Background: an optimization exercise with open tools, aiming at a short achievable clock period. Do not read the settings as production practice.
The RTL was checked by simulation tests, not by an equivalence proof against the original design.
Power is estimated from default activity; no workload was simulated.

File: design/flow/constraint.sdc
create_clock -name core_clock -period 7.0 [get_ports {clk}]
set_input_delay 1.4000 -clock core_clock [delete_from_list [all_inputs] [get_ports {clk}]]
set_output_delay 1.4000 -clock core_clock [all_outputs]
set_load 0.01 [all_outputs]
File: design/flow/config.mk
export PLATFORM = sky130hd
export DESIGN_NAME = fsv
export DESIGN_NICKNAME = fsv
export VERILOG_FILES = /design/flow/design.v
export SDC_FILE = /design/flow/constraint.sdc
export NUM_CORES = 4
export LEC_CHECK = 0
export CAP_MARGIN = 20
export CORE_MARGIN = 2
export CORE_UTILIZATION = 40
export PLACE_DENSITY = 0.6
export SLEW_MARGIN = 20
File: design/flow/run.sh
#!/bin/bash
# synth_recipe.tcl (not shown) runs the flow's synth.tcl, then flattens the netlist and writes it again
# the make line also repeats each setting of config.mk as NAME=value (left out here)
make -C /OpenROAD-flow-scripts/flow DESIGN_CONFIG=/design/flow/config.mk WORK_HOME=/design/flow/orfs CLKGATE_MAP_FILE= SYNTH_SCRIPT=/design/flow/synth_recipe.tcl finish
File: design/flow/design.v
module fsv (
    input  wire         clk,
    input  wire         rst,         
    input  wire         op_valid,
    input  wire [11:0]  op_word,
    output reg  [7:0]   acc,
    output wire [151:0] fb,
    output reg  [4:0]   len,
    output reg          ovf,
    output reg          valid,
    output reg  [7:0]   cmd,
    output reg  [7:0]   tid0,
    output reg  [7:0]   tid1,
    output reg  [15:0]  pm25,
    output reg  [15:0]  pm10,
    output reg  [7:0]   fwy,
    output reg  [7:0]   fwm,
    output reg  [7:0]   fwd,
    output reg  [7:0]   rid0,
    output reg  [7:0]   rid1,
    output reg          pmw,
    output reg          fww,
    output reg          idw,
    output reg  [2:0]   err,
    output reg          fatal
);
    localparam [7:0] HEADER    = 8'hAA;
    localparam [7:0] TAIL      = 8'hAB;
    localparam [7:0] TYPE_CMD  = 8'hB4;
    localparam [7:0] TYPE_ACK  = 8'hC5;
    localparam [7:0] TYPE_DATA = 8'hC0;
    localparam [2:0] E_OK        = 3'd0;
    localparam [2:0] E_INVPARAM  = 3'd1;
    localparam [2:0] E_INVCMD    = 3'd2;
    localparam [2:0] E_MALFORMED = 3'd3;
    localparam [2:0] E_ILLEGAL   = 3'd4;
    localparam [2:0] E_OVERFLOW  = 3'd5;
    localparam [2:0] E_RESCMD    = 3'd6;
    reg  [151:0] fb_q;
    wire [7:0]   fbuf [0:18];
    genvar gi;
    generate
        for (gi = 0; gi < 19; gi = gi + 1) begin : g_fb_bytes
            assign fbuf[gi] = fb_q[8*gi +: 8];
        end
    endgenerate
    assign fb = fb_q;
    wire [3:0] opc      = op_word[11:8];
    wire [7:0] imm      = op_word[7:0];
    wire       imm_zero = (imm == 8'h00);
    wire is_csclr  = (opc == 4'h1) && imm_zero;
    wire is_csadd  = (opc == 4'h2);
    wire is_fclr   = (opc == 4'h3) && imm_zero;
    wire is_push   = (opc == 4'h4);
    wire is_vcmd   = (opc == 4'h5) && imm_zero;
    wire is_vrpl   = (opc == 4'h6) && imm_zero;
    wire is_setcmd = (opc == 4'h7);
    wire is_setid0 = (opc == 4'h8);
    wire is_setid1 = (opc == 4'h9);
    wire is_bcmd   = (opc == 4'hA) && imm_zero;
    wire is_decpm  = (opc == 4'hB) && imm_zero;
    wire is_decfw  = (opc == 4'hC) && imm_zero;
    wire is_decid  = (opc == 4'hD) && imm_zero;
    reg [7:0] cmd_payload_sum;    
    reg [7:0] rpl_payload_sum;    
    integer i;
    always @(*) begin
        cmd_payload_sum = 8'h00;
        for (i = 2; i <= 16; i = i + 1)
            cmd_payload_sum = cmd_payload_sum + fbuf[i];
        rpl_payload_sum = 8'h00;
        for (i = 2; i <= 7; i = i + 1)
            rpl_payload_sum = rpl_payload_sum + fbuf[i];
    end
    wire command_ok = !ovf && (len == 5'd19) &&
                      (fbuf[0] == HEADER) && (fbuf[1] == TYPE_CMD) &&
                      (fbuf[18] == TAIL) && (cmd_payload_sum == fbuf[17]);
    wire reply_ok   = !ovf && (len == 5'd10) &&
                      (fbuf[0] == HEADER) && (fbuf[9] == TAIL) &&
                      ((fbuf[1] == TYPE_ACK) || (fbuf[1] == TYPE_DATA)) &&
                      (rpl_payload_sum == fbuf[8]);
    wire cmd_legal = (cmd == 8'h02) || (cmd == 8'h04) || (cmd == 8'h05) ||
                     (cmd == 8'h06) || (cmd == 8'h07) || (cmd == 8'h08);
    reg [7:0] frame [0:18];
    reg [7:0] body_sum;
    reg [7:0] check_sum;
    always @(*) begin
        frame[0] = HEADER;
        frame[1] = TYPE_CMD;
        frame[2] = cmd;
        for (i = 0; i < 12; i = i + 1)
            frame[3 + i] = (i < len) ? fbuf[i] : 8'h00;
        frame[15] = tid0;
        frame[16] = tid1;
        body_sum = 8'h00;
        for (i = 2; i <= 16; i = i + 1)
            body_sum = body_sum + frame[i];
        frame[17] = body_sum;
        frame[18] = TAIL;
        check_sum = 8'h00;
        for (i = 2; i <= 16; i = i + 1)
            check_sum = check_sum + frame[i];
    end
    wire self_check_ok = (frame[0] == HEADER) && (frame[1] == TYPE_CMD) &&
                         (frame[18] == TAIL) && (check_sum == frame[17]);
    always @(posedge clk) begin
        if (rst) begin
            acc   <= 8'h00;
            len   <= 5'd0;
            ovf   <= 1'b0;
            valid <= 1'b0;
            cmd   <= 8'h00;
            tid0  <= 8'hFF;
            tid1  <= 8'hFF;
            pm25  <= 16'h0000;
            pm10  <= 16'h0000;
            fwy   <= 8'h00;
            fwm   <= 8'h00;
            fwd   <= 8'h00;
            rid0  <= 8'h00;
            rid1  <= 8'h00;
            pmw   <= 1'b0;
            fww   <= 1'b0;
            idw   <= 1'b0;
            err   <= E_OK;
            fatal <= 1'b0;
        end else if (op_valid && !fatal) begin
            if (is_csclr) begin
                acc <= 8'h00;
                err <= E_OK;
            end else if (is_csadd) begin
                acc <= acc + imm;
                err <= E_OK;
            end else if (is_fclr) begin
                len <= 5'd0;
                ovf <= 1'b0;
                err <= E_OK;
            end else if (is_push) begin
                if (len == 5'd19) begin
                    ovf <= 1'b1;
                    err <= E_OVERFLOW;
                end else begin
                    len <= len + 5'd1;
                    err <= E_OK;
                end
            end else if (is_vcmd) begin
                valid <= command_ok;
                err   <= E_OK;
            end else if (is_vrpl) begin
                valid <= reply_ok;
                err   <= E_OK;
            end else if (is_setcmd) begin
                cmd <= imm;
                err <= E_OK;
            end else if (is_setid0) begin
                tid0 <= imm;
                err  <= E_OK;
            end else if (is_setid1) begin
                tid1 <= imm;
                err  <= E_OK;
            end else if (is_bcmd) begin
                if (!cmd_legal) begin
                    err <= E_RESCMD;
                end else if (len > 5'd12) begin
                    err <= E_INVPARAM;
                end else if (!self_check_ok) begin
                    fatal <= 1'b1;
                    err   <= E_INVCMD;
                end else begin
                    len <= 5'd19;
                    err <= E_OK;
                end
            end else if (is_decpm) begin
                if (reply_ok) begin
                    pm25 <= {fbuf[3], fbuf[2]};
                    pm10 <= {fbuf[5], fbuf[4]};
                    pmw  <= 1'b1;
                    err  <= E_OK;
                end else begin
                    err  <= E_MALFORMED;
                end
            end else if (is_decfw) begin
                if (reply_ok) begin
                    fwy  <= fbuf[3];
                    fwm  <= fbuf[4];
                    fwd  <= fbuf[5];
                    rid0 <= fbuf[6];
                    rid1 <= fbuf[7];
                    fww  <= 1'b1;
                    idw  <= 1'b1;
                    err  <= E_OK;
                end else begin
                    err  <= E_MALFORMED;
                end
            end else if (is_decid) begin
                if (reply_ok) begin
                    rid0 <= fbuf[6];
                    rid1 <= fbuf[7];
                    idw  <= 1'b1;
                    err  <= E_OK;
                end else begin
                    err  <= E_MALFORMED;
                end
            end else begin
                err <= E_ILLEGAL;
            end
        end
    end
    wire push_write  = op_valid && !fatal && !rst && is_push && (len != 5'd19);
    wire build_write = op_valid && !fatal && !rst && is_bcmd && cmd_legal &&
                       (len <= 5'd12) && self_check_ok;
    generate
        for (gi = 0; gi < 19; gi = gi + 1) begin : g_fb_cells
            always @(posedge clk) begin
                if (build_write)
                    fb_q[8*gi +: 8] <= frame[gi];
                else if (push_write && (len == gi))
                    fb_q[8*gi +: 8] <= imm;
            end
        end
    endgenerate
endmodule
==> summary.md <==
| Metric | Value |
|---|---|
| Kind of critical path | register to register |
| Unrepaired setup endpoints after global routing | no |
| DRT antenna net count | 0 |
| Clock sinks | between 200 and 300 |
| Post-DP Area | about 0.021 mm2 |
| Top reg by flops | fb_q |
| Slew headroom | 31.8% |
| Yosys top cell area share | 22.1% |
| DR iter-0 viols | 1256 |
| Seq/Total Area, Yosys | approximately two fifths |
| Fin. Hold Viols | 0 |
| Fin Hold WS | 0.465 ns |
| Final Non-Filler Cells | between 2000 and 3000 |
| Die ar. | 0.0452 mm2 |
| DP Wirelength | 49100 um |
| PD cells | around 170 mW/mm2 |
| # DRC | 0 |
| Initial antenna violation count | 1 |
| Die Ht | roughly 210 um |
| Placed cells | 2480 |
| Core ar. | ~0.043 mm2 |
| Synth cell count leaders | inv_1, fa_1, dfxtp_1 |
| Via count | between 10000 and 15000 |
| Number of global-route vias before repair | 14300 |
| Ys async rst share | 0% |
| Worst VDD drop | ~190 uV |
| Critical Path RT | about 7.4 ns |
| Chip width | around 210 um |
| GRT Total Usage | roughly 29% |
| Top Registers | fb_q x152, pm10 x16, pm25 x16 |
| Post-synth top area cell | edfxtp_1 |
| Hold Path Class | register to register |
| Clk buf depth | 3 |
| Drt wl/cell | around 26 um |
| Status | timing/DRC/antenna clean |
| Ys flop type | dfxtp_1 |
| Critical Path AT | 6.93 ns |
| Max FO, Critical Path | 20 |
| Layout fillers | around 4000 |
| Critical path startpoint category | register |
| Via density | approximately 5.6 |
| Max reg flops | 152 |
| Gr ovfl total | 0 |
| First-pass GRT wire length | 96800 um |
| Post-Syn Area | roughly 0.017 mm2 |
| Finished Cell Area | roughly 0.022 mm2 |
| H-tree depth | 1 |
| Number of enable flip-flop cells after synthesis | roughly 130 |
| Endpoints failing setup | 0 |
| Clock root cell | clkbuf_16 |
| # hold bufs at CTS | 0 |
| GP Congestion | approximately 0.92 |
| Reg clk slew, reported paths | around 0.06 ns |
| Synthesized Nets | roughly 1900 |
| TritonCTS clock tree | yes |
| Mean post-synth cell area | 10.4 um2 |
| Area Growth Syn to Fin | 26.4% |
| Final period util | between 90 and 100% |
| Max Slew Vio Count | 0 |
| Share of layout cells above drive strength 1 | 6.91% |
| Max-cap violations | 0 |
| LEAKAGE | slightly below 9 nW |
| IO Port Bufs | 283 |
| Final setup TNS | 0 ns |
| DR pass1 iterations | 5 |
| Initial core utilization | approximately two fifths |
| Post-synth cell types | just under 70 |
| Inserted Clock Buffers | 31 |
| Post-route clock skew | between 0.02 and 0.03 ns |
| Synthesized flop and latch total | roughly 270 |
| Worst setup EP type | register |
| Worst Max-Slew Pin Slew | around 1.0 ns |
| Synth Instances | 1668 |
| Final min period | 6.58 ns |
| # IOs | roughly 290 |
| Row cnt | between 70 and 80 |
| Worst-skew pair later-pin latency | 0.61 ns |
| Ys Warns | 2 |
| Nets@finish | 2143 |
| Pin count of the biggest net entering global routing | roughly 90 |
| Synth top area cells | edfxtp_1, fa_1, dfxtp_1 |
| Top achievable clock speed | roughly 0.15 GHz |
| Most frequent cell after synthesis | inv_1 |
| Total wire length | 65900 um |
-- cell type report --
class	instances	area, um2	share of cell area [%]
tap	585	732	3.33
sequential	269	6670	30.3
timing repair buffer	337	3230	14.7
antenna	1	2.50	0.0114
multi-input combinational	1123	9750	44.3
clock inverter	9	66.3	0.301
clock buffer	49	935	4.25
inverter	166	623	2.83
-- layout by cell type, fill, tap and decap left out, types with 32 or more instances in the layout --
| cell | n |
|---|---|
| nor2_1 | 46 |
| buf_4 | 54 |
| fa_1 | 159 |
| nand3_1 | 46 |
| dfxtp_1 | 141 |
| edfxtp_1 | 128 |
| nor2b_1 | 41 |
| and2_1 | 48 |
| clkbuf_16 | 32 |
| nand2_1 | 112 |
| o31ai_1 | 51 |
| clkdlybuf4s50_1 | 282 |
| xnor2_1 | 62 |
| a21o_1 | 124 |
| nand4_1 | 55 |
| inv_1 | 165 |
| a21oi_1 | 116 |
| ha_1 | 41 |
| o21ai_0 | 46 |
-- logic make-up after synthesis --
logic type,count (synthesis),synth area share (%)
AND/OR/NAND/NOR,435,14.2
multiplexers,18,1.03
AO/OA/AOI/OAI,389,14.6
adder cells (fa/ha/maj),200,21.2
flip-flops,269,38.3
buffers and inverters,276,6.31
XOR/XNOR,80,4.26
other,1,0.0215
-- critical path: stages (launching register included) --
cell     delay [ns]
dfxtp_1        0.84
a21oi_1        0.12
o21ai_2        0.40
and2_1         0.26
fa_1           0.45
fa_1           0.48
fa_1           0.52
inv_1          0.05
fa_1           0.48
inv_1          0.05
fa_1           0.53
inv_1          0.06
fa_1           0.53
inv_1          0.04
ha_1           0.22
a21o_1         0.16
a21oi_1        0.23
o21ai_0        0.15
xor2_1         0.17
xnor3_1        0.40
a21o_1         0.18
-- worst paths after layout --
path	from	endpoint	slack (ns)	cells past startpoint
worst max-delay path	len[2]$_SDFFE_PP0P_	fb_q[143]$_DFFE_PP_	0.42	20
worst min-delay path	pm10[7]$_SDFFE_PP0P_	pm10[7]$_SDFFE_PP0P_	0.47	2
worst max register to register	len[2]$_SDFFE_PP0P_	fb_q[143]$_DFFE_PP_	0.42	20
worst min register to register	pm10[7]$_SDFFE_PP0P_	pm10[7]$_SDFFE_PP0P_	0.47	2
-- per-layer routing --
metal	GRT usage [%]	wire (um)	up-vias
met5	0	0	-
met4	8.49	1910	0
met3	4.52	4850	100
met2	48.8	32200	664
met1	39.7	26900	7230
li1	-	-	6257
-- what timing repair did --
| item | in CTS | in global routing |
|---|---|---|
| setup buffers | 0 | 0 |
| resized for setup | 0 | 2 |
| endpoints found under the setup margin | 0 | 1 |
-- where the power goes --
group / internal [mW] / switching [mW] / total [mW]
Combinational: 0.166 / 0.211 / 0.376
Clock: 0.917 / 0.703 / 1.62
Sequential: 1.66 / 0.0286 / 1.69
Total: 2.74 / 0.942 / 3.68
-- stage by stage --
step	worst slack, ns	util [%]	power (mW)
3_3_place_gp	0.387	48.8	2.09
5_1_grt	0.0435	51.2	3.80
2_1_floorplan	0.268	-	1.96
6_report	0.418	51.2	3.68
3_5_place_dp	0.307	48.8	2.09
4_1_cts	0.264	51.1	3.70

## afterwards: timing with drivers on the ports
How much do the figures lean on ideal ports? The routed layout below was timed once more, with nothing changed but the port constraints. Step 1 (the two cells are an assumption about what drives the block):
set clk [get_ports {clk}]
set_driving_cell -lib_cell sky130_fd_sc_hd__clkbuf_16 $clk
set_driving_cell -lib_cell sky130_fd_sc_hd__buf_2 [delete_from_list [all_inputs] $clk]
Step 2 adds t to the input delays and takes it off the output delays; t is the mean of the earliest and latest rising clock arrival at the registers after step 1. Input paths then give back, and output paths get back, about the clock's delay inside the block. Slacks: ideal / step 1 / step 2; pairs: ideal / step 1.
t (ns): 0.653
slack for setup (ns): 0.418 / 0.418 / 0.418
clock arrival spread, ns: 0.031 / 0.031
worst register clock-pin slew, ns: 0.07 / 0.07
After both steps this run still meets setup and hold. The setup slack of this run moves by 0.000 ns with the drivers and by 0.000 ns with both steps.
